From an optimization exercise on the open Yosys and OpenROAD flow, aimed at small area; shortcuts taken in it are not production practice.
The RTL was checked by simulation tests, not by an equivalence proof against the original design.
No activity file was given, so power comes from the tool's default toggle rates.

==> flow/design.v <==
module kachel_chanmap (
    input  wire       clk,
    input  wire       clr,        
    input  wire       inc,        
    output wire       full,       
    output wire [4:0] pos,        
    output wire [5:0] lane        
);
  reg [1:0] col;
  reg [2:0] x;
  reg [3:0] y;    
  always @(posedge clk) begin
    if (clr) begin
      col <= 2'd0; x <= 3'd0; y <= 4'd0;
    end else if (inc) begin
      if (col == 2'd2) begin
        col <= 2'd0;
        x   <= x + 3'd1;
        if (x == 3'd7) y <= y + 4'd1;
      end else begin
        col <= col + 2'd1;
      end
    end
  end
  assign full = y[3];
  assign pos  = {y[1:0], y[0] ? ~x : x};
  assign lane = {col == 2'd2 &  y[2], col == 2'd2 & ~y[2],
                 col == 2'd1 &  y[2], col == 2'd1 & ~y[2],
                 col == 2'd0 &  y[2], col == 2'd0 & ~y[2]};
endmodule
module kachel_planebuf (
    input  wire       clk,
    input  wire [4:0] ph,         
    input  wire       we,
    input  wire       wbuf,
    input  wire [5:0] wlane,      
    input  wire [4:0] wpos,
    input  wire [7:0] wdata,      
    output wire       wdone,      
    input  wire       fbuf,
    input  wire [2:0] fplane,
    input  wire [2:0] ftap,
    input  wire [1:0] rsel,
    output wire [5:0] rdata       
);
  assign wdone = we && (wpos == ~ph);
  reg  [7:0]  tap_sel;
  reg  [15:0] grp_sel;    
  integer k;
  always @(*) begin
    for (k = 0; k < 8; k = k + 1)
      tap_sel[k] = (ftap == k);
    for (k = 0; k < 16; k = k + 1)
      grp_sel[k] = ({fbuf, fplane} == k);
  end
  genvar l, g;
  generate
    for (l = 0; l < 6; l = l + 1) begin : g_lane
      wire [15:0] z;
      for (g = 0; g < 16; g = g + 1) begin : g_ring
        reg [31:0] r;
        wire wr = wdone && wlane[l] && (wbuf == g[3]);
        always @(posedge clk)
          r <= {r[30:0], wr ? wdata[g[2:0]] : r[31]};
        wire [1:0] n;
        kachel_aoi222 u_t0 (
            .a0(r[3]),  .s0(tap_sel[0]), .a1(r[7]),  .s1(tap_sel[1]),
            .a2(r[11]), .s2(tap_sel[2]), .y_n(n[0]));
        kachel_aoi222 u_t1 (
            .a0(r[15]), .s0(tap_sel[3]), .a1(r[19]), .s1(tap_sel[4]),
            .a2(r[23]), .s2(tap_sel[5]), .y_n(n[1]));
        wire       y2;
        kachel_ao22 u_t2 (
            .a0(r[27]), .s0(tap_sel[6]), .a1(r[31]), .s1(tap_sel[7]),
            .y(y2));
        assign z[g] = ~(n[0] & n[1]) | y2;
      end
      wire feed = |(z & grp_sel);
      reg  [2:0] dl;
      always @(posedge clk)
        dl <= {dl[1:0], feed};
      assign rdata[l] = (rsel == 2'd0) ? feed  :
                        (rsel == 2'd1) ? dl[0] :
                        (rsel == 2'd2) ? dl[1] : dl[2];
    end
  endgenerate
endmodule
module kachel_aoi222 (
    input  wire a0, s0, a1, s1, a2, s2,
    output wire y_n
);
  assign y_n = ~((a0 & s0) | (a1 & s1) | (a2 & s2));
endmodule
module kachel_ao22 (
    input  wire a0, s0, a1, s1,
    output wire y
);
  assign y = (a0 & s0) | (a1 & s1);
endmodule
module kachel_core (
    input  wire       clk,
    input  wire       rst,         
    input  wire       tick,        
    input  wire       latch_in,    
    input  wire       ser_done,    
    input  wire [7:0] ser_data,    
    output reg  [7:0] drv_data,    
    output reg        drv_clk,     
    output reg        drv_lat,     
    output reg        drv_blank,   
    output reg        front_sel,   
    output reg  [2:0] bam_step     
);
  localparam [5:0]  T_CLR = 6'd4;      
  localparam [2:0] S_CLR1  = 3'd0,    
                   S_ZERO  = 3'd1,    
                   S_CLR2  = 3'd2,    
                   S_CLAT  = 3'd3,    
                   S_CLR3  = 3'd4,    
                   S_IDLE  = 3'd5,    
                   S_LATW  = 3'd6,    
                   S_SHIFT = 3'd7;    
  reg  [2:0]  seq_state;
  reg  [5:0]  seq_cnt;
  reg         tx_buf;
  reg  [2:0]  tx_plane;
  reg         tx_zero;
  reg         a_zero;
  wire        gie = !drv_blank;      
  reg         tmr_pend;
  reg  [10:0] tmr_cnt;       
  reg  [2:0]  tmr_idx;       
  reg         latch_s, lat_pend;
  reg         ser_flag;
  reg  [7:0]  ser_byte;
  reg         ser_ie, cmd_second;
  reg         cap_q;         
  reg  [1:0]  wp_st;         
  reg  [7:0]  wp_data;
  reg         clr_req;       
  reg  [4:0]  ph;
  wire tx_idle    = (seq_state == S_IDLE);
  wire svc_timer  = gie && tmr_pend && tx_idle;
  wire svc_latch  = gie && lat_pend && !svc_timer;
  wire svc_serial = gie && ser_ie && ser_flag && !svc_timer && !svc_latch;
  wire resync     = svc_serial && cmd_second;
  wire boot_done  = (seq_state == S_CLR3) && (seq_cnt == T_CLR - 6'd1);
  wire capture    = svc_latch && latch_s && ser_flag;
  wire       cnt_full;
  wire [4:0] map_pos;
  wire [5:0] map_lane;
  wire       wdone;
  wire       wbusy   = cap_q || (wp_st != 2'd0);
  wire       clr_now = (svc_serial || clr_req) && (wdone || !wbusy);
  kachel_chanmap u_map (
      .clk(clk), .clr(rst || (cap_q && cnt_full) || clr_now), .inc(wdone),
      .full(cnt_full), .pos(map_pos), .lane(map_lane));
  wire       in_tx    = (seq_state == S_LATW) ||
                        ((seq_state == S_SHIFT) && (seq_cnt != 6'd63));
  wire       swap_now = cap_q && cnt_full;
  wire       pred_buf = svc_timer ? front_sel : (front_sel ^ swap_now);
  wire [2:0] pred_pl  = (resync ? 3'd0 : bam_step) + 3'd1;
  wire [6:0] nxt      = {1'b0, seq_cnt} + 7'd1;
  wire [4:0] rd_pos   = (seq_state == S_SHIFT) ? nxt[5:1] : 5'd0;
  wire [4:0] rd_slot  = rd_pos + ph;
  wire [5:0] rdata;
  kachel_planebuf u_buf (
      .clk(clk), .ph(ph),
      .we(wp_st[1]), .wbuf(~front_sel), .wlane(map_lane), .wpos(map_pos),
      .wdata(wp_data), .wdone(wdone),
      .fbuf(in_tx ? tx_buf : pred_buf), .fplane(in_tx ? tx_plane : pred_pl),
      .ftap(rd_slot[4:2]), .rsel(rd_slot[1:0] + 2'd1), .rdata(rdata));
  wire [7:0] tx_rdata = tx_zero ? 8'h00
                                : {1'b0, rdata[5:3], 1'b0, rdata[2:0]};
  always @(posedge clk) begin
    if (rst) ph <= 5'd0;
    else     ph <= ph + 5'd1;
  end
  always @(posedge clk) begin
    if (rst) begin
      seq_state <= S_CLR1;
      seq_cnt   <= 6'd0;
      drv_data  <= 8'h00;
      drv_clk   <= 1'b0;
      drv_lat   <= 1'b0;
      drv_blank <= 1'b1;
    end else begin
      drv_clk <= ((seq_state == S_ZERO) || (seq_state == S_SHIFT)) && seq_cnt[0];
      drv_lat <= (seq_state == S_CLAT) || svc_timer;
      case (seq_state)
        S_CLR1: begin
          seq_cnt <= seq_cnt + 6'd1;
          if (seq_cnt == T_CLR - 6'd1) begin
            seq_cnt   <= 6'd0;
            seq_state <= S_ZERO;
          end
        end
        S_ZERO: begin
          seq_cnt  <= seq_cnt + 6'd1;
          if (seq_cnt == 6'd63) begin
            seq_cnt   <= 6'd0;
            seq_state <= S_CLR2;
          end
        end
        S_CLR2: begin
          seq_cnt <= seq_cnt + 6'd1;
          if (seq_cnt == T_CLR - 6'd1) begin
            seq_cnt   <= 6'd0;
            seq_state <= S_CLAT;
          end
        end
        S_CLAT: begin
          seq_state <= S_CLR3;
        end
        S_CLR3: begin
          seq_cnt <= seq_cnt + 6'd1;
          if (boot_done) begin
            seq_cnt   <= 6'd0;
            drv_blank <= 1'b0;
            seq_state <= S_IDLE;
          end
        end
        S_IDLE: begin
          if (svc_timer)
            seq_state <= S_LATW;
        end
        S_LATW: begin
          seq_cnt   <= 6'd0;
          seq_state <= S_SHIFT;
        end
        S_SHIFT: begin
          if (!seq_cnt[0])
            drv_data <= tx_rdata;
          seq_cnt <= seq_cnt + 6'd1;
          if (seq_cnt == 6'd63)
            seq_state <= S_IDLE;
        end
      endcase
    end
  end
  always @(posedge clk) begin
    if (ser_done)
      ser_byte <= ser_data;
    if (tx_idle && svc_timer) begin
      tx_buf   <= front_sel;
      tx_plane <= bam_step + 3'd1;
      tx_zero  <= a_zero && !front_sel;
    end
  end
  reg        pend_n;
  reg [10:0] cnt_n;
  reg [2:0]  idx_n, step_n;
  reg [10:0] last;         
  always @(*) begin
    pend_n   = tmr_pend;
    cnt_n    = tmr_cnt;
    idx_n    = tmr_idx;
    step_n   = bam_step;
    if (svc_timer) begin
      pend_n   = 1'b0;
      idx_n    = bam_step;
      step_n   = bam_step + 3'd1;
    end else if (resync) begin
      idx_n    = 3'd0;
      step_n   = 3'd0;
    end
    last = (11'd16 << idx_n) - 11'd1;
    if (svc_timer || resync)
      cnt_n = 11'd0;
    if (tick && (gie || boot_done)) begin
      if ((cnt_n & last) == last) begin
        cnt_n  = 11'd0;
        pend_n = 1'b1;
      end else begin
        cnt_n  = cnt_n + 11'd1;
      end
    end
  end
  always @(posedge clk) begin
    if (rst) begin
      tmr_pend   <= 1'b0;
      tmr_cnt    <= 11'd0;
      tmr_idx    <= 3'd0;
      bam_step   <= 3'd0;
    end else begin
      tmr_pend   <= pend_n;
      tmr_cnt    <= cnt_n;
      tmr_idx    <= idx_n;
      bam_step   <= step_n;
    end
  end
  always @(posedge clk) begin
    if (rst) begin
      latch_s    <= latch_in;
      lat_pend   <= 1'b0;
      ser_flag   <= 1'b0;
      ser_ie     <= 1'b0;
      cmd_second <= 1'b0;
      cap_q      <= 1'b0;
      wp_st      <= 2'd0;
      clr_req    <= 1'b0;
      front_sel  <= 1'b0;
      a_zero     <= 1'b1;
    end else begin
      if (svc_latch) begin
        lat_pend <= 1'b0;
        if (latch_s) begin
          if (ser_flag)
            ser_flag <= 1'b0;
          ser_ie <= 1'b1;
        end else begin
          ser_ie     <= 1'b0;
          cmd_second <= 1'b0;
        end
      end
      if (svc_serial) begin
        ser_flag   <= 1'b0;
        cmd_second <= 1'b1;
      end
      latch_s <= latch_in;
      if (latch_in != latch_s)
        lat_pend <= 1'b1;
      if (ser_done)
        ser_flag <= 1'b1;
      cap_q   <= capture;
      clr_req <= (svc_serial || clr_req) && !clr_now;
      if (capture)
        wp_data <= ser_byte;
      if (cap_q) begin
        if (cnt_full) begin
          front_sel <= ~front_sel;
          a_zero    <= 1'b0;
        end
        wp_st   <= 2'd1;
      end else if (wp_st[0]) begin
        wp_st   <= 2'd2;
      end else if (wdone) begin
        wp_st   <= 2'd0;
      end
    end
  end
endmodule
==> flow/run.sh <==
#!/bin/bash
# synth_recipe.tcl (not shown) runs the flow's synth.tcl, then flattens the netlist and writes it again
# the make line also repeats each setting of config.mk as NAME=value (left out here)
make -C /OpenROAD-flow-scripts/flow DESIGN_CONFIG=/design/flow/config.mk WORK_HOME=/design/flow/orfs CLKGATE_MAP_FILE= SYNTH_SCRIPT=/design/flow/synth_recipe.tcl finish
==> flow/config.mk <==
export PLATFORM = sky130hd
export DESIGN_NAME = kachel_core
export DESIGN_NICKNAME = kachel_core
export VERILOG_FILES = /design/flow/design.v
export SDC_FILE = /design/flow/constraint.sdc
export NUM_CORES = 8
export LEC_CHECK = 0
export CAP_MARGIN = 20
export CORE_MARGIN = 2
export CORE_UTILIZATION = 55
export CTS_BUF_LIST = sky130_fd_sc_hd__clkbuf_8
export CTS_CLUSTER_DIAMETER = 100
export CTS_CLUSTER_SIZE = 16
export GPL_ROUTABILITY_DRIVEN = 1
export PLACE_DENSITY = 0.65
export SLEW_MARGIN = 20
export SYNTH_HIERARCHICAL = 1
==> flow/constraint.sdc <==
create_clock -name core_clock -period 20.0 [get_ports {clk}]
set_input_delay 4.0000 -clock core_clock [delete_from_list [all_inputs] [get_ports {clk}]]
set_output_delay 4.0000 -clock core_clock [all_outputs]
set_load 0.01 [all_outputs]
==> flow_summary.toml, run 1 <==
[run_status]
outcome = "timing/DRC/antenna clean"

[flow_run]
drv_cap = 0

[worst_setup_path]
crit_path_end_kind = "flip-flop"
cp_max_fo = 44
required_ns = 20.76
worstSetupPathType = "flip-flop to flip-flop"
startpoint_type = "flip-flop"
critPathArrivalTime_ns = 7.36

[finish]
fin_area_sq_um = 77400
area_delta_synth_final_pct = 8.20
final_cell_mix = "3151 x dfxtp_1, 216 x clkbuf_8, 192 x a222oi_1, 140 x nand2_1, 113 x o21ai_0"
num-fill-cells = 9657
fin_nets = 4487
layout_commonest_cell = "dfxtp_1"
layout-drive-gt1-share_pct = 9.47

[sta]
setup-violations-final = 0
fin_crit_ns = 6.59
drv_slew = 0
hold_violations = 0
setup_slack_ns = 13.41
worst_pin_slew_ns = 1.19
period_share_pct = 33.0
fmax_mhz = 152
relSlewSlack_pct = 20.9
rsz0062_at_grt = "no"
tns_ns = 0
finClkSkew_ns = 0.0542

[die]
core-area_sq_um = 129000
die-area_sq_um = 133000
rows = 132
dieWidth_um = 365
die_h_um = 365
initial_utilization_pct = 55.3
io_pins = 28

[logic_synthesis]
synth_edf_count = 21
syn_avg_cell_area_sq_um = 17.0
synth_ff_type = "dfxtp_1"
ys_seq_area_share_pct = 89.1
syn_inst = 4209
synth_cell_types = 76
postSynth.asyncResetShare_pct = 0
syn_area_sq_um = 71500
synth_warnings = 9
synth_seq_cells = 3172

[clock_network]
htree_levels = 4
holdBufCountCts = 0
cts_resized = 0
postCtsSetupBuffers = 0
clock_path_buffers = 3
cts_buffers = 216
clock_latency_ns = 0.92
cts_tree = "done"
cts.sinks = 3172
cts_root_buf = "clkbuf_8"
clkTransAtPathRegs_ns = 0.10

[detailed_routing]
firstDrtPassIters = 8
antenna_left = 0
vias_per_cell = 4.93
finalWirelength_mm = 127
drtIter0Drc = 2795
wl_per_cell_um = 20.3
vias = 30699
drc = 0

[power_and_ir_drop]
max-vdd-ir-drop_v = 0.0000599
power_uw = 9150
power.density_nw_per_um2 = 118
p_leak_uw = 0.0305

[grt]
overflow = 0
grt_start_max_net_pins = 50
grt_pass1_vias = 29727
antenna_found_initial = 13
track_usage_pct = 18.9
grt_pass1_wl_mm = 186

[placed_design]
place_hpwl_mm = 73.4
numPortBuffers = 25
placed_area_sq_um = 74200
pre_cts_ws_ns = 13.51
gp_congestion = 0.764

[min_path]
worstHoldPathType = "flip-flop to flip-flop"
layout make-up:
| type | instances | area (sq um) | share of cell area (%) |
|---|---|---|---|
| Clock buffer | 216 | 2970 | 3.84 |
| Inverter | 18 | 67.6 | 0.0873 |
| Antenna cell | 6 | 15.0 | 0.0194 |
| Sequential cell | 3172 | 63700 | 82.4 |
| Clock inverter | 22 | 203 | 0.262 |
| Timing Repair Buffer | 69 | 576 | 0.744 |
| Tap cell | 1742 | 2180 | 2.82 |
| Multi-Input combinational cell | 979 | 7630 | 9.87 |
per-layer routing:
layer / track usage, % / routed length (um) / up-vias
met2: 27.5 / 53200 / 735
met1: 28.9 / 63100 / 15073
li1: - / - / 14707
met5: 0 / 15 / -
met4: 5.09 / 2440 / 2
met3: 3.80 / 7770 / 182
synth_stat cells (14+ instances only):
cell      number  area, sq um
a222oi_1     192         1920
mux2_2        97         1090
clkbuf_1      25         93.8
edfxtp_1      21          631
nand4_1       29          181
xor2_1        20          175
a22o_1        96          841
dfxtp_1     3151        63100
xnor2_1       14          123
inv_1         17         63.8
ha_1          17          213
nand2_1      140          526
nor2_1        50          188
o21ai_0      113          566
a21oi_1       36          180
nand3_1       17         85.1
per-stage QoR:
step                      utilization, %  hold WS, ns  cells
after detailed placement            57.4        0.312   5980
after floorplan                        -        0.310   4210
final                               59.8        0.296   6224
after CTS                           59.8        0.277   6218
after global routing                59.8        0.292   6221
after global placement              57.4        0.310   5980
worst paths after layout:
path / slack (ns) / endpoint / startpoint / depth (start not counted)
hold reg to reg: 0.30 / u_buf.g_lane[0].g_ring[5].r[22] / u_buf.g_lane[0].g_ring[5].r[21] / 0
setup reg to reg: 13.41 / drv_data[4] / seq_cnt[0] / 19
setup / recovery: 13.41 / drv_data[4] / seq_cnt[0] / 19
hold / removal: 0.30 / u_buf.g_lane[0].g_ring[5].r[22] / u_buf.g_lane[0].g_ring[5].r[21] / 0
worst max-delay path, cell delays in order (launching register included):
cell      delay, ns
dfxtp_1        0.45
ha_1           0.28
and3_1         0.18
ha_1           0.21
fa_1           0.43
a21o_1         0.18
a21oi_1        0.16
xor2_1         0.10
xnor2_1        0.70
nor2_4         0.26
buf_4          0.48
buf_4          0.52
a222oi_1       0.41
nand2_1        0.10
o21ai_0        0.51
nand4_1        0.24
or4_1          0.54
mux4_2         0.47
nand3b_1       0.10
a21oi_1        0.08
modules after synthesis (local to each module, per instance):
| module | cells | flip-flops and latches |
|---|---|---|
| kachel_planebuf | 3481 | 3090 |
| kachel_core | 386 | 73 |
| kachel_chanmap | 54 | 9 |
| kachel_aoi222 | 1 | 0 |
| kachel_ao22 | 1 | 0 |
registers in the layout (all words and copies together) (netlist names), 2 cells and up:
name                   flops
wp_st                      2
u_buf.g_lane.g_ring.r   3072
u_map.col                  2
tmr_cnt                   11
tmr_idx                    3
drv_data                   6
wp_data                    8
u_buf.g_lane.dl           18
seq_cnt                    6
ph                         5
ser_byte                   8
bam_step                   3
seq_state                  3
u_map.x                    3
u_map.y                    4
tx_plane                   3
where the power goes:
| group | switching [uW] | internal [uW] | total, uW | leakage [uW] |
|---|---|---|---|---|
| Combinational | 43.3 | 21.7 | 65.0 | 0.00330 |
| Clock | 1780 | 985 | 2760 | 0.00167 |
| Sequential | 6.51 | 6320 | 6330 | 0.0256 |
kinds of logic (layout without fill, tap and decap cells):
| family | Yosys count | after routing | share of synthesized area [%] |
|---|---|---|---|
| muxes | 110 | 110 | 1.81 |
| and+or+nand+nor | 342 | 342 | 2.57 |
| AOI/OAI and AO/OA | 473 | 473 | 5.39 |
| adders and majority gates | 18 | 18 | 0.326 |
| buffers and inverters | 59 | 325 | 0.366 |
| other | 1 | 8 | 0.00525 |
| DFF | 3172 | 3172 | 89.1 |
| xor gates and xnor gates | 34 | 34 | 0.417 |
==> run 2: changes to the inputs <==
==> flow/flow/run.sh (new file) <==
#!/bin/bash
set -euo pipefail
cd "$(dirname "$0")/.."
export CTS_ARGS="-sink_clustering_enable -repair_clock_nets -sink_clustering_size 16 -sink_clustering_max_diameter 100 -buf_list sky130_fd_sc_hd__clkbuf_8 -dont_use_dummy_load"
export BUFFER_PORTS_ARGS="-buffer_cell sky130_fd_sc_hd__buf_1"
bash standard.sh > standard.log 2>&1
==> flow/standard.sh (new file) <==
#!/bin/bash
# synth_recipe.tcl (not shown) runs the flow's synth.tcl, then flattens the netlist and writes it again
# the make line also repeats each setting of config.mk as NAME=value (left out here)
make -C /OpenROAD-flow-scripts/flow DESIGN_CONFIG=/design/flow/config.mk WORK_HOME=/design/flow/orfs CLKGATE_MAP_FILE= SYNTH_SCRIPT=/design/flow/synth_recipe.tcl "${@:-finish}"
--- a/flow/config.mk
+++ b/flow/config.mk
@@ -8,9 +8,6 @@
 export CAP_MARGIN = 20
 export CORE_MARGIN = 2
 export CORE_UTILIZATION = 55
-export CTS_BUF_LIST = sky130_fd_sc_hd__clkbuf_8
-export CTS_CLUSTER_DIAMETER = 100
-export CTS_CLUSTER_SIZE = 16
 export GPL_ROUTABILITY_DRIVEN = 1
 export PLACE_DENSITY = 0.65
 export SLEW_MARGIN = 20
removed: flow/run.sh
==> flow_summary.toml, run 2 <==
[clock_network]
cts_tree = "done"
clock_path_buffers = 3
clkTransAtPathRegs_ns = 0.10
cts_buffers = 216
cts_resized = 0
holdBufCountCts = 0
cts_root_buf = "clkbuf_8"
htree_levels = 4
clock_latency_ns = 0.94
postCtsSetupBuffers = 0
cts.sinks = 3172

[placed_design]
pre_cts_ws_ns = 13.79
numPortBuffers = 25
place_hpwl_mm = 72.3
gp_congestion = 0.769

[logic_synthesis]
synth_top_area_share_pct = 88.2
synth_cell_types = 76
postSynth.asyncResetShare_pct = 0
ys_seq_area_share_pct = 89.1
ys_top_cells_by_count = "3151 x dfxtp_1, 192 x a222oi_1, 140 x nand2_1"
synth_area_leaders = "dfxtp_1 88%, a222oi_1 2.7%, mux2_2 1.5%"
synth_edf_count = 21
syn_avg_cell_area_sq_um = 17.0
yosys.area.top_type = "dfxtp_1"
syn_inst = 4209
synth_most_common_cell = "dfxtp_1"
synth_seq_cells = 3172
synth_warnings = 9
syn_area_sq_um = 71500
synth_ff_type = "dfxtp_1"

[sta]
setup-violations-final = 0
finClkSkew_ns = 0.0691
setup_slack_ns = 13.67
tns_ns = 0
drv_slew = 0
fin_crit_ns = 6.33
rsz0062_at_grt = "no"
fmax_mhz = 158
worst_pin_slew_ns = 1.12
relSlewSlack_pct = 25.6
hold_violations = 0
period_share_pct = 31.6

[finish]
area_delta_synth_final_pct = 7.72
fin_nets = 4484
layout_commonest_cell = "dfxtp_1"
top_regs = "u_buf.g_lane.g_ring.r: 3072 flops, u_buf.g_lane.dl: 18 flops, tmr_cnt: 11 flops"
top_register = "u_buf.g_lane.g_ring.r"
layout-drive-gt1-share_pct = 9.12
final_cell_mix = "3151 x dfxtp_1, 216 x clkbuf_8, 192 x a222oi_1, 140 x nand2_1, 113 x o21ai_0"
largest_reg_flops = 3072

[die]
core-area_sq_um = 129000
io_pins = 28
dieWidth_um = 365
die_h_um = 365
rows = 132
die-area_sq_um = 133000
initial_utilization_pct = 55.3

[worst_setup_path]
cp.depth = 19
rr_endpoint = "drv_data[6]"
worstSetupPathType = "flip-flop to flip-flop"
rrSetupSlack_ns = 13.67
endpoint = "drv_data[6]"
r2r-start = "seq_cnt[0]"
startpoint_type = "flip-flop"
required_ns = 20.82
crit_path_end_kind = "flip-flop"
ff2ff_path_depth = 19
crit_slowest_cell = "and3b_4"
path_delay_family = "simple AND/OR/NAND/NOR gates"
critPathArrivalTime_ns = 7.14
max_stage_delay_ns = 0.78
cp_cell_sequence = "ha_1 > and3_1 > ha_1 > fa_1 > a21o_1 > a21oi_1 > xor2_1 > xnor2_1 > and3b_4 > buf_4 > buf_4 > a222oi_1 > nand2_1 > o21ai_0 > nand4_1 > or4_1 > mux4_2 > nand3b_1 > a21oi_1"
cp_max_fo = 35
path_buf_inv = 2
cp-startpoint = "seq_cnt[0]"

[min_path]
worstHoldPathType = "flip-flop to flip-flop"

[detailed_routing]
finalWirelength_mm = 126
drc = 0
drtIter0Drc = 2908
vias = 30792
antenna_left = 0
vias_per_cell = 4.97
wl_per_cell_um = 20.4
firstDrtPassIters = 7

[grt]
track_usage_pct = 19.0
antenna_found_initial = 15
grt_start_max_net_pins = 84
overflow = 0
grt_pass1_wl_mm = 188
grt_pass1_vias = 30220

[run_status]
outcome = "timing/DRC/antenna clean"

[power_and_ir_drop]
max-vdd-ir-drop_v = 0.0000557
power.density_nw_per_um2 = 118
p_leak_uw = 0.0303

[flow_run]
drv_cap = 0
==> run 2: Yosys stat by module (local to each module, per instance) <==
module / area [sq um] / copies in the design
kachel_core: 3660 / 1
kachel_aoi222: 10.0 / 192
kachel_planebuf: 64600 / 1
kachel_ao22: 8.76 / 96
kachel_chanmap: 498 / 1
==> run 2: cells by family (layout without fill, tap and decap cells) <==
logic type               count (synthesis)  after routing  synth area share, %
AO/OA/AOI/OAI                          473            473                 5.39
XOR/XNOR                                34             34                0.417
adder cells (fa/ha/maj)                 18             18                0.326
buffers and inverters                   59            300                0.366
flip-flops                            3172           3172                 89.1
multiplexers                           110            110                 1.81
other                                    1              8              0.00525
AND/OR/NAND/NOR                        342            342                 2.57
==> run 2: worst min-delay path by stage <==
stage | startpoint | endpoint | slack, ns | cells after the start
5_1_grt | u_buf.g_lane[1].g_ring[15].r[13] | u_buf.g_lane[1].g_ring[15].r[14] | 0.29 | 0
2_1_floorplan | u_buf.g_lane[0].g_ring[0].r[9] | u_buf.g_lane[0].g_ring[0].r[10] | 0.31 | 0
4_1_cts | u_buf.g_lane[3].g_ring[10].r[6] | u_buf.g_lane[3].g_ring[10].r[7] | 0.27 | 0
6_report | u_buf.g_lane[1].g_ring[15].r[20] | u_buf.g_lane[1].g_ring[15].r[21] | 0.28 | 0
3_3_place_gp | u_buf.g_lane[0].g_ring[6].r[8] | u_buf.g_lane[0].g_ring[6].r[9] | 0.31 | 0
3_5_place_dp | u_buf.g_lane[2].g_ring[12].r[14] | u_buf.g_lane[2].g_ring[12].r[15] | 0.31 | 0
==> run 2: layout make-up <==
class | count | area (sq um)
inverter | 18 | 67.6
tap | 1742 | 2180
multi-input combinational | 979 | 7640
clock buffer | 216 | 2970
sequential | 3172 | 63700
fill | 9706 | 52300
timing repair buffer | 66 | 428
antenna | 6 | 15.0
==> run 2: per-layer routing <==
metal,wire length (um),GRT usage [%]
met4,3070,6.13
met1,64300,28.9
met3,6210,3.32
met2,52700,27.7
met5,13,0
==> run 2: power by group <==
group | internal [uW] | switching, uW
Sequential | 6320 | 6.62
Combinational | 20.3 | 42.2
Clock | 965 | 1740
==> run 2: metrics by stage <==
step | utilization [%] | hold WS [ns] | instance area, sq um | cells | total power (uW)
6_report | 59.6 | 0.279 | 77000 | 6199 | 9100
5_1_grt | 59.5 | 0.286 | 77000 | 6197 | 9420
4_1_cts | 59.5 | 0.273 | 77000 | 6193 | 9170
3_5_place_dp | 57.2 | 0.312 | 74000 | 5977 | 6540
3_3_place_gp | 57.2 | 0.310 | 74000 | 5977 | 6540
2_1_floorplan | - | 0.310 | 71500 | 4210 | 6520
==> run 3: changes to the inputs <==
--- a/flow/design.v
+++ b/flow/design.v
@@ -53,29 +53,30 @@
     for (k = 0; k < 16; k = k + 1)
       grp_sel[k] = ({fbuf, fplane} == k);
   end
-  genvar l, g;
+  genvar l, g, i, t;
   generate
     for (l = 0; l < 6; l = l + 1) begin : g_lane
-      wire [15:0] z;
+      wire [31:0] ring [0:15];
       for (g = 0; g < 16; g = g + 1) begin : g_ring
         reg [31:0] r;
         wire wr = wdone && wlane[l] && (wbuf == g[3]);
         always @(posedge clk)
           r <= {r[30:0], wr ? wdata[g[2:0]] : r[31]};
-        wire [1:0] n;
-        kachel_aoi222 u_t0 (
-            .a0(r[3]),  .s0(tap_sel[0]), .a1(r[7]),  .s1(tap_sel[1]),
-            .a2(r[11]), .s2(tap_sel[2]), .y_n(n[0]));
-        kachel_aoi222 u_t1 (
-            .a0(r[15]), .s0(tap_sel[3]), .a1(r[19]), .s1(tap_sel[4]),
-            .a2(r[23]), .s2(tap_sel[5]), .y_n(n[1]));
-        wire       y2;
-        kachel_ao22 u_t2 (
-            .a0(r[27]), .s0(tap_sel[6]), .a1(r[31]), .s1(tap_sel[7]),
-            .y(y2));
-        assign z[g] = ~(n[0] & n[1]) | y2;
+        assign ring[g] = r;
       end
-      wire feed = |(z & grp_sel);
+      wire [7:0] z;
+      for (i = 0; i < 8; i = i + 1) begin : g_tap
+        wire [4:0] n;
+        for (t = 0; t < 5; t = t + 1) begin : g_aoi
+          kachel_aoi222 u (
+              .a0(ring[3*t][4*i+3]),   .s0(grp_sel[3*t]),
+              .a1(ring[3*t+1][4*i+3]), .s1(grp_sel[3*t+1]),
+              .a2(ring[3*t+2][4*i+3]), .s2(grp_sel[3*t+2]),
+              .y_n(n[t]));
+        end
+        assign z[i] = ~&n | (ring[15][4*i+3] & grp_sel[15]);
+      end
+      wire feed = |(z & tap_sel);
       reg  [2:0] dl;
       always @(posedge clk)
         dl <= {dl[1:0], feed};
@@ -91,12 +92,6 @@
 );
   assign y_n = ~((a0 & s0) | (a1 & s1) | (a2 & s2));
 endmodule
-module kachel_ao22 (
-    input  wire a0, s0, a1, s1,
-    output wire y
-);
-  assign y = (a0 & s0) | (a1 & s1);
-endmodule
 module kachel_core (
     input  wire       clk,
     input  wire       rst,         
==> flow/flow/run.sh (replaced) <==
#!/bin/bash
set -euo pipefail
cd "$(dirname "$0")/.."
export CTS_ARGS="-sink_clustering_enable -repair_clock_nets -sink_clustering_size 18 -sink_clustering_max_diameter 100 -buf_list sky130_fd_sc_hd__clkbuf_8 -dont_use_dummy_load"
export BUFFER_PORTS_ARGS="-buffer_cell sky130_fd_sc_hd__buf_1"
bash standard.sh > standard.log 2>&1
--- a/flow/config.mk
+++ b/flow/config.mk
@@ -7,8 +7,8 @@
 export LEC_CHECK = 0
 export CAP_MARGIN = 20
 export CORE_MARGIN = 2
-export CORE_UTILIZATION = 55
+export CORE_UTILIZATION = 65
 export GPL_ROUTABILITY_DRIVEN = 1
-export PLACE_DENSITY = 0.65
+export PLACE_DENSITY = 0.85
 export SLEW_MARGIN = 20
 export SYNTH_HIERARCHICAL = 1
==> flow_summary.toml, run 3 <==
[power_and_ir_drop]
power_frac_comb_pct = 0.6
netSwitchingPower_uw = 1780
p_leak_uw = 0.0296
p_int_uw = 7220
p_sw_share_pct = 19.7
power_uw = 8990
max-vdd-ir-drop_v = 0.0000870
clkPwrFrac_pct = 29.0
pwr-share-seq_pct = 70.4
power.density_nw_per_um2 = 119

[logic_synthesis]
postSynth.asyncResetShare_pct = 0
yosys.area.top_type = "dfxtp_1"
syn_area_sq_um = 71100
synth_seq_cells = 3172
synth_warnings = 9
syn_inst = 4131
ys_top_cells_by_count = "3151 x dfxtp_1, 240 x a222oi_1, 97 x mux2_2"
synth_edf_count = 21
synth_most_common_cell = "dfxtp_1"
ys_seq_area_share_pct = 89.6
synth_area_leaders = "dfxtp_1 89%, a222oi_1 3.4%, mux2_2 1.5%"
synth_ff_type = "dfxtp_1"
synth_top_area_share_pct = 88.8
syn_avg_cell_area_sq_um = 17.2
synth_cell_types = 69

[clock_network]
clock_path_buffers = 3
holdBufCountCts = 0
clock_latency_ns = 0.92
clkTransAtPathRegs_ns = 0.10
htree_levels = 4
postCtsSetupBuffers = 0
cts_resized = 0
cts_root_buf = "clkbuf_8"
cts_buffers = 194
cts_tree = "done"
cts.sinks = 3172

[die]
dieWidth_um = 335
core-area_sq_um = 109000
rows = 121
die-area_sq_um = 112000
die_h_um = 335
io_pins = 28
initial_utilization_pct = 65.4

[grt]
overflow = 0
track_usage_pct = 24.7
grt_pass1_vias = 32606
grt_start_max_net_pins = 49
antenna_found_initial = 4
grt_pass1_wl_mm = 203

[placed_design]
place_hpwl_mm = 82.3
numPortBuffers = 25
dp.cells = 5540
gp_congestion = 0.829

[finish]
layoutNonFillerInstCount = 5735
final_cell_mix = "3151 x dfxtp_1, 240 x a222oi_1, 194 x clkbuf_8, 97 x mux2_2, 95 x nand2_1"
layout_commonest_cell = "dfxtp_1"
top_register = "u_buf.g_lane.g_ring.r"
largest_reg_flops = 3072
num-fill-cells = 6197
layout-drive-gt1-share_pct = 8.43
fin_nets = 4353
top_regs = "u_buf.g_lane.g_ring.r: 3072 flops, u_buf.g_lane.dl: 18 flops, tmr_cnt: 11 flops"
finalCoreUtilization_pct = 69.6
area_delta_synth_final_pct = 6.40

[min_path]
worstHoldPathType = "flip-flop to flip-flop"
worstHoldStart = "u_buf.g_lane[2].g_ring[3].r[26]"
hold_path_depth = 0
whs_endpoint = "u_buf.g_lane[2].g_ring[3].r[27]"

[detailed_routing]
drc = 0
antenna_left = 0
firstDrtPassIters = 8
vias = 31753
wl_per_cell_um = 24.2
vias_per_cell = 5.54
finalWirelength_mm = 139
drtIter0Drc = 3574

[worst_setup_path]
worstSetupPathType = "flip-flop to flip-flop"
cp-startpoint = "seq_state[1]"
startpoint_type = "flip-flop"
crit_path_end_kind = "flip-flop"
cp_max_fo = 48
rr_endpoint = "drv_data[4]"
r2r-start = "seq_state[1]"
ff2ff_path_depth = 21
rrSetupSlack_ns = 13.54
required_ns = 20.76
critPathArrivalTime_ns = 7.21

[sta]
fmax_mhz = 155
tns_ns = 0
finClkSkew_ns = 0.0759
fin_crit_ns = 6.46
setup-violations-final = 0
relSlewSlack_pct = 22.8
rsz0062_at_grt = "no"
worst_pin_slew_ns = 1.16
hold_violations = 0
period_share_pct = 32.3
drv_slew = 0

[run_status]
outcome = "timing/DRC/antenna clean"

[flow_run]
drv_cap = 0
==> run 3: Yosys stat by module (local to each module, per instance) <==
module           flip-flops and latches  area [sq um]  times used  cells inside
kachel_planebuf                    3090         64500           1          3443
kachel_core                          73          3660           1           394
kachel_aoi222                         0          10.0         240             1
kachel_chanmap                        9           498           1            54
==> run 3: through the flow <==
step	hold WS, ns	worst slack (ns)	instance area [sq um]
global route	0.282	13.19	75600
global placement	0.310	14.08	72900
CTS	0.266	13.61	75600
detailed placement	0.312	13.75	72900
finish	0.278	13.54	75600
floorplan	0.310	13.25	71100
==> run 3: routing by layer <==
layer  global-route usage, %  share of wire [%]  routed length [um]
met1                    32.0                 40               56200
met2                    39.1                 46               64400
met3                    4.81                7.4               10200
met4                    14.0                5.8                7990
met5                       0              0.033                  46
==> run 3: worst max path at each step <==
| stage | end | slack, ns | depth (start not counted) |
|---|---|---|---|
| floorplan | drv_data[0] | 13.25 | 18 |
| global placement | drv_data[6] | 14.08 | 21 |
| detailed placement | drv_data[0] | 13.75 | 21 |
| CTS | drv_data[6] | 13.61 | 21 |
| global route | drv_data[5] | 13.19 | 21 |
| finish | drv_data[4] | 13.54 | 21 |
==> run 3: area by class of cell <==
type / instances / area (sq um) / share of cell area (%)
Tap cell: 1414 / 1770 / 2.34
Timing Repair Buffer: 44 / 238 / 0.314
Sequential cell: 3172 / 63700 / 84.3
Multi-Input combinational cell: 895 / 7170 / 9.48
Antenna cell: 1 / 2.50 / 0.00331
Clock buffer: 194 / 2670 / 3.53
Inverter: 15 / 56.3 / 0.0745
==> run 3: cell families after synthesis <==
| logic type | share of synthesized area [%] |
|---|---|
| flops | 89.6 |
| mux | 1.83 |
| other cells | 0.00528 |
| buf+inv | 0.426 |
| compound gates | 5.05 |
| xor+xnor | 0.357 |
| simple gates | 2.37 |
| fa+ha+maj | 0.327 |
==> run 3: power groups by stage <==
stage          combinational [uW]  clock, uW  sequential [uW]
2_1_floorplan                38.7          0             6470
3_3_place_gp                 47.6          0             6480
3_5_place_dp                 50.3          0             6480
4_1_cts                      50.6       2650             6330
5_1_grt                      55.2       2860             6330
6_report                     51.8       2610             6330
==> run 3: critical path: stages (launching register included) <==
cell and delay (ns):
dfxtp_1 0.41, inv_1 0.09, ha_1 0.26, nand4b_2 0.24, inv_2 0.22, nor3_1 0.45
nand2_1 0.12, and2_1 0.20, ha_1 0.21, xor2_1 0.16, a21oi_1 0.62, nand2b_1 0.42
nor3_2 0.07, buf_4 0.41, a222oi_1 0.43, nand3_1 0.22, a211oi_1 0.36, o22ai_1 0.17
or4_4 0.59, mux4_2 0.47, nand3b_1 0.11, a21oi_1 0.07
==> run 4: changes to the inputs <==
==> flow/flow/run.sh (replaced) <==
#!/bin/bash
set -euo pipefail
cd "$(dirname "$0")/.."
export CTS_ARGS="-sink_clustering_enable -repair_clock_nets -sink_clustering_size 18 -sink_clustering_max_diameter 40 -buf_list sky130_fd_sc_hd__clkbuf_8 -dont_use_dummy_load"
export BUFFER_PORTS_ARGS="-buffer_cell sky130_fd_sc_hd__buf_1"
bash standard.sh > standard.log 2>&1
==> flow_summary.toml, run 4 <==
[power_and_ir_drop]
p_int_uw = 7270
pwr-share-seq_pct = 70.0
netSwitchingPower_uw = 1780
clkPwrFrac_pct = 29.4
p_sw_share_pct = 19.7
max-vdd-ir-drop_v = 0.0000825
power_frac_comb_pct = 0.6
power.density_nw_per_um2 = 119
p_leak_uw = 0.0297

[worst_setup_path]
crit_path_end_kind = "flip-flop"
startpoint_type = "flip-flop"
required_ns = 20.77
cp_max_fo = 48
critPathArrivalTime_ns = 7.38
worstSetupPathType = "flip-flop to flip-flop"

[clock_network]
postCtsSetupBuffers = 0
holdBufCountCts = 0
cts_resized = 0
cts_buffers = 206
cts_root_buf = "clkbuf_8"
cts.sinks = 3172
cts_tree = "done"
htree_levels = 4
clkTransAtPathRegs_ns = 0.11
clock_path_buffers = 3
clock_latency_ns = 0.93

[finish]
finalCoreUtilization_pct = 69.7
top_register = "u_buf.g_lane.g_ring.r"
area_delta_synth_final_pct = 6.63
largest_reg_flops = 3072
layout_commonest_cell = "dfxtp_1"
num-fill-cells = 6202
final_cell_mix = "3151 x dfxtp_1, 240 x a222oi_1, 206 x clkbuf_8, 97 x mux2_2, 95 x nand2_1"
fin_nets = 4365
top_regs = "u_buf.g_lane.g_ring.r: 3072 flops, u_buf.g_lane.dl: 18 flops, tmr_cnt: 11 flops"
layout-drive-gt1-share_pct = 8.68

[logic_synthesis]
synthSimpleGateAreaFrac_pct = 2.37
synth_compound_area_share_pct = 5.05
synth_ff_type = "dfxtp_1"
syn_avg_cell_area_sq_um = 17.2
ys_top_cells_by_count = "3151 x dfxtp_1, 240 x a222oi_1, 97 x mux2_2"
synth.area.mux_share_pct = 1.83
synth_most_common_cell = "dfxtp_1"
synth_top_family_by_area = "compound AO/OA/AOI/OAI gates"
synth_seq_cells = 3172
synth_warnings = 9
synth_edf_count = 21
synth_area_leaders = "dfxtp_1 89%, a222oi_1 3.4%, mux2_2 1.5%"
syn_area_sq_um = 71100
synth_cell_types = 69
synth_top_area_share_pct = 88.8
synth_xor_area_share_pct = 0.357
ys_seq_area_share_pct = 89.6
postSynth.asyncResetShare_pct = 0
syn_inst = 4131
yosys.area.top_type = "dfxtp_1"
synthAdderAreaFrac_pct = 0.327

[detailed_routing]
firstDrtPassIters = 9
drc = 0
drtIter0Drc = 3577
finalWirelength_mm = 138
vias = 31683
antenna_left = 0
wl_per_cell_um = 24.1
vias_per_cell = 5.51

[min_path]
worstHoldPathType = "flip-flop to flip-flop"

[die]
die-area_sq_um = 112000
core-area_sq_um = 109000
dieWidth_um = 335
io_pins = 28
rows = 121
die_h_um = 335
initial_utilization_pct = 65.4

[sta]
period_share_pct = 33.0
rsz0062_at_grt = "no"
hold_violations = 0
relSlewSlack_pct = 22.1
setup-violations-final = 0
worst_pin_slew_ns = 1.17
tns_ns = 0
fmax_mhz = 151
finClkSkew_ns = 0.129
fin_crit_ns = 6.61
drv_slew = 0

[grt]
grt_pass1_wl_mm = 203
track_usage_pct = 24.6
antenna_found_initial = 3
grt_pass1_vias = 32609
grt_start_max_net_pins = 49
overflow = 0

[run_status]
outcome = "timing/DRC/antenna clean"

[placed_design]
place_hpwl_mm = 82.3
gp_congestion = 0.829
numPortBuffers = 25

[flow_run]
drv_cap = 0
run 4: Yosys stat by module, one instance, submodules excluded:
module | area, sq um | flops+latches | times used | cells inside
kachel_aoi222 | 10.0 | 0 | 240 | 1
kachel_chanmap | 498 | 9 | 1 | 54
kachel_core | 3660 | 73 | 1 | 394
kachel_planebuf | 64500 | 3090 | 1 | 3443
run 4: kinds of logic (layout without fill, tap and decap cells):
kind of cell               Yosys count  after routing
AOI/OAI and AO/OA                  408            408
xor gates and xnor gates            29             29
adders and majority gates           18             18
buffers and inverters               65            265
DFF                               3172           3172
muxes                              110            110
other                                1              3
and+or+nand+nor                    328            328
run 4: worst paths after layout:
path | startpoint | to | slack (ns) | cells after the start
max | seq_state[1] | drv_data[4] | 13.39 | 21
min | u_buf.g_lane[0].g_ring[12].r[9] | u_buf.g_lane[0].g_ring[12].r[10] | 0.25 | 0
max reg2reg | seq_state[1] | drv_data[4] | 13.39 | 21
min reg2reg | u_buf.g_lane[0].g_ring[12].r[9] | u_buf.g_lane[0].g_ring[12].r[10] | 0.25 | 0
run 4: power groups by stage:
stage	clock (uW)	combinational, uW	sequential [uW]
after floorplan	0	38.7	6470
after global placement	0	47.6	6480
after detailed placement	0	50.3	6480
after CTS	2690	51.6	6330
after global routing	2900	56.6	6330
final	2660	53.5	6330
run 4: metal layers:
layer	wire [um]	GRT usage [%]
met5	0	0
met3	10400	4.77
met4	7140	12.9
met2	64500	39.5
met1	56200	32.0
run 4: layout make-up:
cell class,instances,area (sq um),share of cell area [%]
sequential,3172,63700,84.1
inverter,15,56.3,0.0743
antenna,1,2.50,0.00330
clock buffer,206,2840,3.74
multi-input combinational,895,7170,9.46
timing repair buffer,44,238,0.314
tap,1414,1770,2.33
run 4: through the flow:
stage	setup slack [ns]	instances	hold WS [ns]	total power [uW]	area [sq um]
6_report	13.39	5747	0.245	9050	75800
5_1_grt	13.15	5747	0.250	9290	75800
4_1_cts	13.60	5746	0.242	9070	75800
3_5_place_dp	13.75	5540	0.312	6530	72900
3_3_place_gp	14.08	5540	0.310	6520	72900
2_1_floorplan	13.25	4132	0.310	6510	71100
run 4: worst max-delay path, cell delays in order (launching register included):
cell	delay, ns
dfxtp_1	0.41
inv_1	0.09
ha_1	0.26
nand4b_2	0.24
inv_2	0.23
nor3_1	0.47
nand2_1	0.12
and2_1	0.20
ha_1	0.22
xor2_1	0.16
a21oi_1	0.60
nand2b_1	0.42
nor3_2	0.07
buf_4	0.41
a222oi_1	0.56
nand3_1	0.18
a211oi_1	0.47
o22ai_1	0.19
or4_4	0.46
mux4_2	0.46
nand3b_1	0.11
a21oi_1	0.09
==> run 5: changes to the inputs <==
==> flow/flow/run.sh (replaced) <==
#!/bin/bash
set -euo pipefail
cd "$(dirname "$0")/.."
W=$(pwd)

# synthesis script: ORFS's synth.tcl with the ABC script swapped, sourced by
# a copy of synth_recipe.tcl
sed "s#^source \$::env(SCRIPTS_DIR)/synth_preamble.tcl\$#&\nset abc_args [lreplace \$abc_args 1 1 $W/flow/abc_area.script]#" \
  "$FLOW_HOME/scripts/synth.tcl" > "$W/synth_area.tcl"
grep -q "abc_area.script" "$W/synth_area.tcl"
sed "s#source \$::env(SCRIPTS_DIR)/synth.tcl#source $W/synth_area.tcl#" \
  "$W/synth_recipe.tcl" > "$W/synth_recipe_area.tcl"
grep -q "synth_area.tcl" "$W/synth_recipe_area.tcl"
sed "s#SYNTH_SCRIPT=[^ ]*#SYNTH_SCRIPT=$W/synth_recipe_area.tcl#" \
  "$W/standard.sh" > "$W/standard_area.sh"
grep -q "synth_recipe_area.tcl" "$W/standard_area.sh"

export CTS_ARGS="-sink_clustering_enable -repair_clock_nets -sink_clustering_size 18 -sink_clustering_max_diameter 40 -buf_list sky130_fd_sc_hd__clkbuf_8 -dont_use_dummy_load"
export BUFFER_PORTS_ARGS="-buffer_cell sky130_fd_sc_hd__buf_1"
bash "$W/standard_area.sh" > "$W/standard.log" 2>&1
==> flow/flow/abc_area.script (new file) <==
strash
dc2
dch -f
amap
topo
strash
dch -f
amap
topo
==> flow_summary.toml, run 5 <==
[run_status]
outcome = "timing/DRC/antenna clean"

[power_and_ir_drop]
max-vdd-ir-drop_v = 0.0000874
power_uw = 9070
power.density_nw_per_um2 = 121
p_leak_uw = 0.0289

[worst_setup_path]
ff2ff_path_depth = 23
startpoint_type = "flip-flop"
required_ns = 20.76
cp_max_fo = 48
worstSetupPathType = "flip-flop to flip-flop"
rrSetupSlack_ns = 13.55
critPathArrivalTime_ns = 7.21
crit_path_end_kind = "flip-flop"
r2r-start = "seq_cnt[1]"
rr_endpoint = "drv_data[0]"

[grt]
antenna_found_initial = 11
grt_pass1_vias = 34262
grt_pass1_wl_mm = 210
grt_start_max_net_pins = 49
track_usage_pct = 25.5
overflow = 0

[clock_network]
cts_resized = 0
cts.sinks = 3172
htree_levels = 4
cts_tree = "done"
cts_root_buf = "clkbuf_8"
clock_path_buffers = 3
clock_latency_ns = 0.91
cts_buffers = 206
postCtsSetupBuffers = 0
clkTransAtPathRegs_ns = 0.10
holdBufCountCts = 0

[detailed_routing]
drtIter0Drc = 4190
wl_per_cell_um = 24.4
antenna_left = 0
drc = 0
finalWirelength_mm = 143
vias = 33019
firstDrtPassIters = 13
vias_per_cell = 5.63

[finish]
top_register = "u_buf.g_lane.g_ring.r"
largest_reg_flops = 3072
layout-drive-gt1-share_pct = 5.76
area_delta_synth_final_pct = 7.15
num-fill-cells = 5854
layoutNonFillerInstCount = 5868
layout_commonest_cell = "dfxtp_1"
regArea_sq_um = 63700
fin_nets = 4494
multi_input_area_sq_um = 6330
fin_area_sq_um = 75200
final_cell_mix = "3151 x dfxtp_1, 240 x a222oi_1, 206 x clkbuf_8, 202 x nor2_1, 164 x a21oi_1"
top_regs = "u_buf.g_lane.g_ring.r: 3072 flops, u_buf.g_lane.dl: 18 flops, tmr_cnt: 11 flops"

[die]
core-area_sq_um = 107000
initial_utilization_pct = 65.5
dieWidth_um = 333
die_h_um = 333
io_pins = 28
rows = 120
die-area_sq_um = 111000

[logic_synthesis]
synth_cell_types = 40
synth_edf_count = 21
syn_area_sq_um = 70200
synth_most_common_cell = "dfxtp_1"
synth_warnings = 9
synth_top_area_share_pct = 89.9
synth_ff_type = "dfxtp_1"
yosys.area.top_type = "dfxtp_1"
ys_top_cells_by_count = "3151 x dfxtp_1, 240 x a222oi_1, 224 x nor2_1"
synth_seq_cells = 3172
ys_seq_area_share_pct = 90.8
synth_area_leaders = "dfxtp_1 90%, a222oi_1 3.4%, nor2_1 1.2%"
syn_inst = 4209
postSynth.asyncResetShare_pct = 0
syn_avg_cell_area_sq_um = 16.7

[sta]
worst_pin_slew_ns = 1.26
drv_slew = 0
setup-violations-final = 0
period_share_pct = 32.3
rsz0062_at_grt = "no"
relSlewSlack_pct = 15.6
setup_slack_ns = 13.55
hold_violations = 0
fin_crit_ns = 6.45
tns_ns = 0
fmax_mhz = 155
finClkSkew_ns = 0.0781

[min_path]
whs_endpoint = "u_buf.g_lane[1].g_ring[12].r[27]"
worstHoldPathType = "flip-flop to flip-flop"
worstHoldStart = "u_buf.g_lane[1].g_ring[12].r[26]"
hold_path_depth = 0

[placed_design]
gp_congestion = 0.844
place_hpwl_mm = 84.4
placed_area_sq_um = 72300
pre_cts_ws_ns = 14.05
numPortBuffers = 25
dp.cells = 5657

[flow_run]
drv_cap = 0
-- run 5: Yosys stat by module, one instance, submodules excluded --
| module | flops+latches | times used | cell area (sq um) |
|---|---|---|---|
| kachel_planebuf | 3090 | 1 | 64100 |
| kachel_core | 73 | 1 | 3200 |
| kachel_chanmap | 9 | 1 | 443 |
| kachel_aoi222 | 0 | 240 | 10.0 |
-- run 5: report_power, final --
part           switching, uW  internal (uW)  total [uW]
clock network           1750            923        2680
registers               7.46           6320        6330
logic                   45.9           19.4        65.3
-- run 5: stage by stage --
step | utilization [%] | hold WS, ns
6_report | 70.2 | 0.274
5_1_grt | 70.2 | 0.281
4_1_cts | 70.2 | 0.277
3_5_place_dp | 67.6 | 0.312
3_3_place_gp | 67.5 | 0.310
2_1_floorplan | - | 0.310
-- run 5: worst max-delay path by stage --
stage,startpoint,to,depth (start not counted)
2_1_floorplan,tick,tmr_cnt[9],11
3_3_place_gp,rst,u_map.col[1],7
3_5_place_dp,seq_cnt[0],drv_data[0],23
4_1_cts,seq_cnt[0],drv_data[0],23
5_1_grt,seq_cnt[0],drv_data[0],23
6_report,seq_cnt[1],drv_data[0],23
-- run 5: area by class of cell --
cell class | count | share of cell area [%]
clock buffers | 206 | 3.77
repair buffers | 50 | 0.374
flip-flops and latches | 3172 | 84.7
well taps | 1403 | 2.33
multi-input cells | 964 | 8.42
diodes | 4 | 0.0133
inverters | 69 | 0.344
-- run 5: kinds of logic after synthesis --
family,Yosys count,synth area share [%]
AND/OR/NAND/NOR,401,2.38
buffers and inverters,74,0.417
flip-flops,3172,90.8
other,1,0.00534
adder cells (fa/ha/maj),18,0.332
AO/OA/AOI/OAI,543,6.07
-- run 5: critical path: stages (launching register included) --
cell,delay [ns]
dfxtp_1,0.40
ha_1,0.21
clkinv_1,0.13
nor3_1,0.32
clkinv_1,0.14
nor3_1,0.26
clkinv_1,0.13
a22oi_1,0.42
clkinv_1,0.27
o21ai_0,0.39
clkinv_1,0.16
nand2_1,0.34
nor2_4,0.07
buf_4,0.42
a222oi_1,0.53
nand2_1,0.10
a21oi_1,0.18
a41oi_1,0.25
a2111oi_0,0.76
nand2_1,0.35
nand2_1,0.17
o21ai_0,0.09
a22oi_1,0.18
nor2_1,0.07
-- run 5: metal layers --
metal,GRT usage [%],up-vias,wire length (um)
met5,0,-,57
met4,12.1,8,6740
met3,5.16,461,12200
met2,40.9,1647,66600
met1,33.7,16199,57400
li1,-,14704,-
==> run 6: changes to the inputs <==
--- a/flow/design.v
+++ b/flow/design.v
@@ -130,9 +130,10 @@
   reg  [7:0]  ser_byte;
   reg         ser_ie, cmd_second;
   reg         cap_q;         
-  reg  [1:0]  wp_st;         
-  reg  [7:0]  wp_data;
+  reg         w_pend;        
+  reg         w_done;        
   reg         clr_req;       
+  reg         fresh;         
   reg  [4:0]  ph;
   wire tx_idle    = (seq_state == S_IDLE);
   wire svc_timer  = gie && tmr_pend && tx_idle;
@@ -144,11 +145,14 @@
   wire       cnt_full;
   wire [4:0] map_pos;
   wire [5:0] map_lane;
-  wire       wdone;
-  wire       wbusy   = cap_q || (wp_st != 2'd0);
-  wire       clr_now = (svc_serial || clr_req) && (wdone || !wbusy);
+  wire       wpass;                  
+  wire       wreq     = (lat_pend && latch_s && ser_flag) || w_pend;
+  wire       ser_load = ser_done && !(svc_latch ? latch_s : ser_ie);
+  wire       w_end    = w_pend && !cap_q && (w_done || wpass);
+  wire       rx_clear = svc_serial && !fresh;
+  wire       clr_now  = (rx_clear || clr_req) && (w_end || !w_pend);
   kachel_chanmap u_map (
-      .clk(clk), .clr(rst || (cap_q && cnt_full) || clr_now), .inc(wdone),
+      .clk(clk), .clr(rst || (cap_q && cnt_full) || clr_now), .inc(w_end),
       .full(cnt_full), .pos(map_pos), .lane(map_lane));
   wire       in_tx    = (seq_state == S_LATW) ||
                         ((seq_state == S_SHIFT) && (seq_cnt != 6'd63));
@@ -161,8 +165,8 @@
   wire [5:0] rdata;
   kachel_planebuf u_buf (
       .clk(clk), .ph(ph),
-      .we(wp_st[1]), .wbuf(~front_sel), .wlane(map_lane), .wpos(map_pos),
-      .wdata(wp_data), .wdone(wdone),
+      .we(wreq), .wbuf(~(front_sel ^ cnt_full)), .wlane(map_lane),
+      .wpos(map_pos), .wdata(ser_byte), .wdone(wpass),
       .fbuf(in_tx ? tx_buf : pred_buf), .fplane(in_tx ? tx_plane : pred_pl),
       .ftap(rd_slot[4:2]), .rsel(rd_slot[1:0] + 2'd1), .rdata(rdata));
   wire [7:0] tx_rdata = tx_zero ? 8'h00
@@ -234,7 +238,7 @@
     end
   end
   always @(posedge clk) begin
-    if (ser_done)
+    if (ser_load)
       ser_byte <= ser_data;
     if (tx_idle && svc_timer) begin
       tx_buf   <= front_sel;
@@ -292,8 +296,10 @@
       ser_ie     <= 1'b0;
       cmd_second <= 1'b0;
       cap_q      <= 1'b0;
-      wp_st      <= 2'd0;
+      w_pend     <= 1'b0;
+      w_done     <= 1'b0;
       clr_req    <= 1'b0;
+      fresh      <= 1'b0;
       front_sel  <= 1'b0;
       a_zero     <= 1'b1;
     end else begin
@@ -318,20 +324,20 @@
       if (ser_done)
         ser_flag <= 1'b1;
       cap_q   <= capture;
-      clr_req <= (svc_serial || clr_req) && !clr_now;
-      if (capture)
-        wp_data <= ser_byte;
-      if (cap_q) begin
-        if (cnt_full) begin
-          front_sel <= ~front_sel;
-          a_zero    <= 1'b0;
-        end
-        wp_st   <= 2'd1;
-      end else if (wp_st[0]) begin
-        wp_st   <= 2'd2;
-      end else if (wdone) begin
-        wp_st   <= 2'd0;
+      clr_req <= (rx_clear || clr_req) && !clr_now;
+      if (boot_done)
+        fresh <= 1'b1;
+      else if (ph == 5'd23)
+        fresh <= 1'b0;
+      if (cap_q && cnt_full) begin
+        front_sel <= ~front_sel;
+        a_zero    <= 1'b0;
       end
+      if (capture)
+        w_pend <= 1'b1;
+      else if (w_end)
+        w_pend <= 1'b0;
+      w_done <= wreq && !w_end && !ser_load && (w_done || wpass);
     end
   end
 endmodule
==> flow_summary.toml, run 6 <==
[power_and_ir_drop]
p_leak_uw = 0.0288
netSwitchingPower_uw = 1820
pwr-share-seq_pct = 69.6
p_sw_share_pct = 20.0
max-vdd-ir-drop_v = 0.000100
p_int_uw = 7250
power.density_nw_per_um2 = 121
clkPwrFrac_pct = 29.6
power_frac_comb_pct = 0.8

[logic_synthesis]
synth_area_leaders = "dfxtp_1 90%, a222oi_1 3.4%, nor2_1 1.2%"
synth_top_area_share_pct = 90.1
synth_cell_types = 40
synth_edf_count = 13
yosys.area.top_type = "dfxtp_1"
synth_warnings = 9
syn_area_sq_um = 70000
syn_inst = 4209
synth_seq_cells = 3165
ys_top_cells_by_count = "3152 x dfxtp_1, 240 x a222oi_1, 221 x nor2_1"
synth_ff_type = "dfxtp_1"
postSynth.asyncResetShare_pct = 0
synth_most_common_cell = "dfxtp_1"
syn_avg_cell_area_sq_um = 16.6
ys_seq_area_share_pct = 90.7

[detailed_routing]
antenna_left = 0
wl_per_cell_um = 25.6
firstDrtPassIters = 10
vias = 33468
drtIter0Drc = 4497
finalWirelength_mm = 150
vias_per_cell = 5.70
drc = 0

[grt]
grt_pass1_wl_mm = 217
overflow = 0
antenna_found_initial = 7
track_usage_pct = 26.7
grt_pass1_vias = 34330
grt_start_max_net_pins = 49

[worst_setup_path]
cp_max_fo = 32
startpoint_type = "flip-flop"
critPathArrivalTime_ns = 8.59
required_ns = 20.84
crit_path_end_kind = "flip-flop"
worstSetupPathType = "flip-flop to flip-flop"
max_stage_delay_ns = 0.77
cpMostUsedCell = "nand2_1"
crit_slowest_cell = "nor2_4"

[clock_network]
clock_latency_ns = 0.90
clkTransAtPathRegs_ns = 0.10
cts_root_buf = "clkbuf_8"
postCtsSetupBuffers = 0
htree_levels = 4
cts_tree = "done"
cts_buffers = 206
clock_path_buffers = 3
cts.sinks = 3165
holdBufCountCts = 0
cts_resized = 0

[sta]
rsz0062_at_grt = "no"
drv_slew = 0
tns_ns = 0
period_share_pct = 38.7
fin_crit_ns = 7.74
finClkSkew_ns = 0.116
hold_violations = 0
worst_pin_slew_ns = 1.22
setup_slack_ns = 12.26
setup-violations-final = 0
relSlewSlack_pct = 18.4
fmax_mhz = 129

[min_path]
worstHoldPathType = "flip-flop to flip-flop"

[finish]
top_regs = "u_buf.g_lane.g_ring.r: 3072 flops, u_buf.g_lane.dl: 18 flops, tmr_cnt: 11 flops"
final_cell_mix = "3152 x dfxtp_1, 240 x a222oi_1, 206 x clkbuf_8, 198 x nor2_1, 162 x a21oi_1"
largest_reg_flops = 3072
layout_commonest_cell = "dfxtp_1"
layout-drive-gt1-share_pct = 5.72
area_delta_synth_final_pct = 7.15
fin_nets = 4494
num-fill-cells = 5803
top_register = "u_buf.g_lane.g_ring.r"

[die]
io_pins = 28
die_h_um = 332
core-area_sq_um = 107000
dieWidth_um = 332
die-area_sq_um = 110000
initial_utilization_pct = 65.5
rows = 120

[run_status]
outcome = "timing/DRC/antenna clean"

[flow_run]
drv_cap = 0

[placed_design]
gp_congestion = 0.874
pre_cts_ws_ns = 13.19
numPortBuffers = 25
place_hpwl_mm = 89.3
==> run 6: changes by cell type after synthesis, sizes merged, moves of 3 or more <==
| cell | delta |
|---|---|
| edfxtp | -8 |
| clkinv | +7 |
| a22oi | -6 |
| a32oi | +5 |
| o21ai | +4 |
| nand2 | -3 |
| nor2 | -3 |
==> run 6: power groups by stage <==
stage               registers [uW]  logic [uW]  clock network (uW)
floorplan                     6460        43.2                   0
detailed placement            6460        67.7                   0
global placement              6460        63.6                   0
global route                  6320        76.9                2900
finish                        6310        73.5                2680
CTS                           6310        69.5                2700
==> run 6: cell type report <==
type                       count  area (sq um)  share of cell area, %
sequential                  3165         63500                   84.6
antenna                        4          10.0                 0.0133
tap                         1403          1760                   2.34
clock buffer                 206          2840                   3.78
multi-input combinational    965          6360                   8.47
timing repair buffer          49           274                  0.365
inverter                      76           285                  0.380
==> run 6: per-stage QoR <==
stage / utilization, % / cells / instance area [sq um] / power (uW) / hold WS, ns
6_report: 70.2 / 5868 / 75000 / 9070 / 0.251
5_1_grt: 70.2 / 5867 / 75000 / 9290 / 0.260
4_1_cts: 70.1 / 5864 / 75000 / 9080 / 0.242
3_5_place_dp: 67.5 / 5658 / 72100 / 6530 / 0.312
3_3_place_gp: 67.5 / 5658 / 72100 / 6520 / 0.310
2_1_floorplan: - / 4210 / 70000 / 6500 / 0.310
==> run 6: path summary, 6_finish.rpt <==
kind              cells past startpoint  slack (ns)                                to                             from
setup reg to reg                     25       12.26                       drv_data[2]                     seq_state[1]
hold reg to reg                       0        0.25  u_buf.g_lane[1].g_ring[12].r[10]  u_buf.g_lane[1].g_ring[12].r[9]
setup / recovery                     25       12.26                       drv_data[2]                     seq_state[1]
hold / removal                        0        0.25  u_buf.g_lane[1].g_ring[12].r[10]  u_buf.g_lane[1].g_ring[12].r[9]
==> run 6: per-module statistics from Yosys (local to each module, per instance) <==
module | area [sq um] | copies in the design | cells inside
kachel_core | 3030 | 1 | 364
kachel_planebuf | 64100 | 1 | 3548
kachel_chanmap | 443 | 1 | 57
kachel_aoi222 | 10.0 | 240 | 1
==> run 6: routing by layer <==
metal / GRT usage (%) / wire length, um
met1: 35.2 / 59500
met2: 42.6 / 70000
met3: 5.44 / 13500
met4: 12.9 / 7220
met5: 0 / 18
==> run 6: critical path: cells and delay by family, from the launching register on <==
kind                       cells  cell delay, ns
DFF                            1            0.40
adders and majority gates      2            0.46
and+or+nand+nor               12            3.46
AOI/OAI and AO/OA              7            2.08
buffers and inverters          4            1.22
==> run 6: logic make-up (layout without fill, tap and decap cells) <==
kind of cell,Yosys count,in the layout,synth area share (%)
AOI/OAI and AO/OA,548,548,6.15
adders and majority gates,18,18,0.332
buffers and inverters,80,331,0.450
DFF,3165,3165,90.7
other,1,6,0.00536
and+or+nand+nor,397,397,2.36

[port drivers added, routing unchanged]
The results above use ideal ports. As a check the final layouts listed here were re-extracted and re-timed, cells and wires unchanged.
Step 1: set_driving_cell puts a clkbuf_16 on clk and a buf_2 on each other input, an assumption about the parent block.
Step 2 moves the port delays by t, midway between the first and last clock arrival at a register: inputs arrive t later, outputs are due t later. That takes back most of the time a late clock gives input paths.
Slacks: no drivers / after step 1 / after step 2; pairs: no drivers / after step 1.
run	t, ns	slack for setup (ns)	worst register clock-pin slew, ns
run 1	0.961	13.405 / 13.405 / 13.405	0.12 / 0.12
run 2	0.969	13.674 / 13.674 / 13.674	0.10 / 0.10
run 3	0.946	13.544 / 13.544 / 13.544	0.12 / 0.12
run 4	0.922	13.390 / 13.390 / 13.390	0.12 / 0.12
run 5	0.938	13.549 / 13.549 / 13.549	0.11 / 0.11
run 6	0.940	12.257 / 12.257 / 12.257	0.11 / 0.11
After both steps every run listed still meets setup and hold.
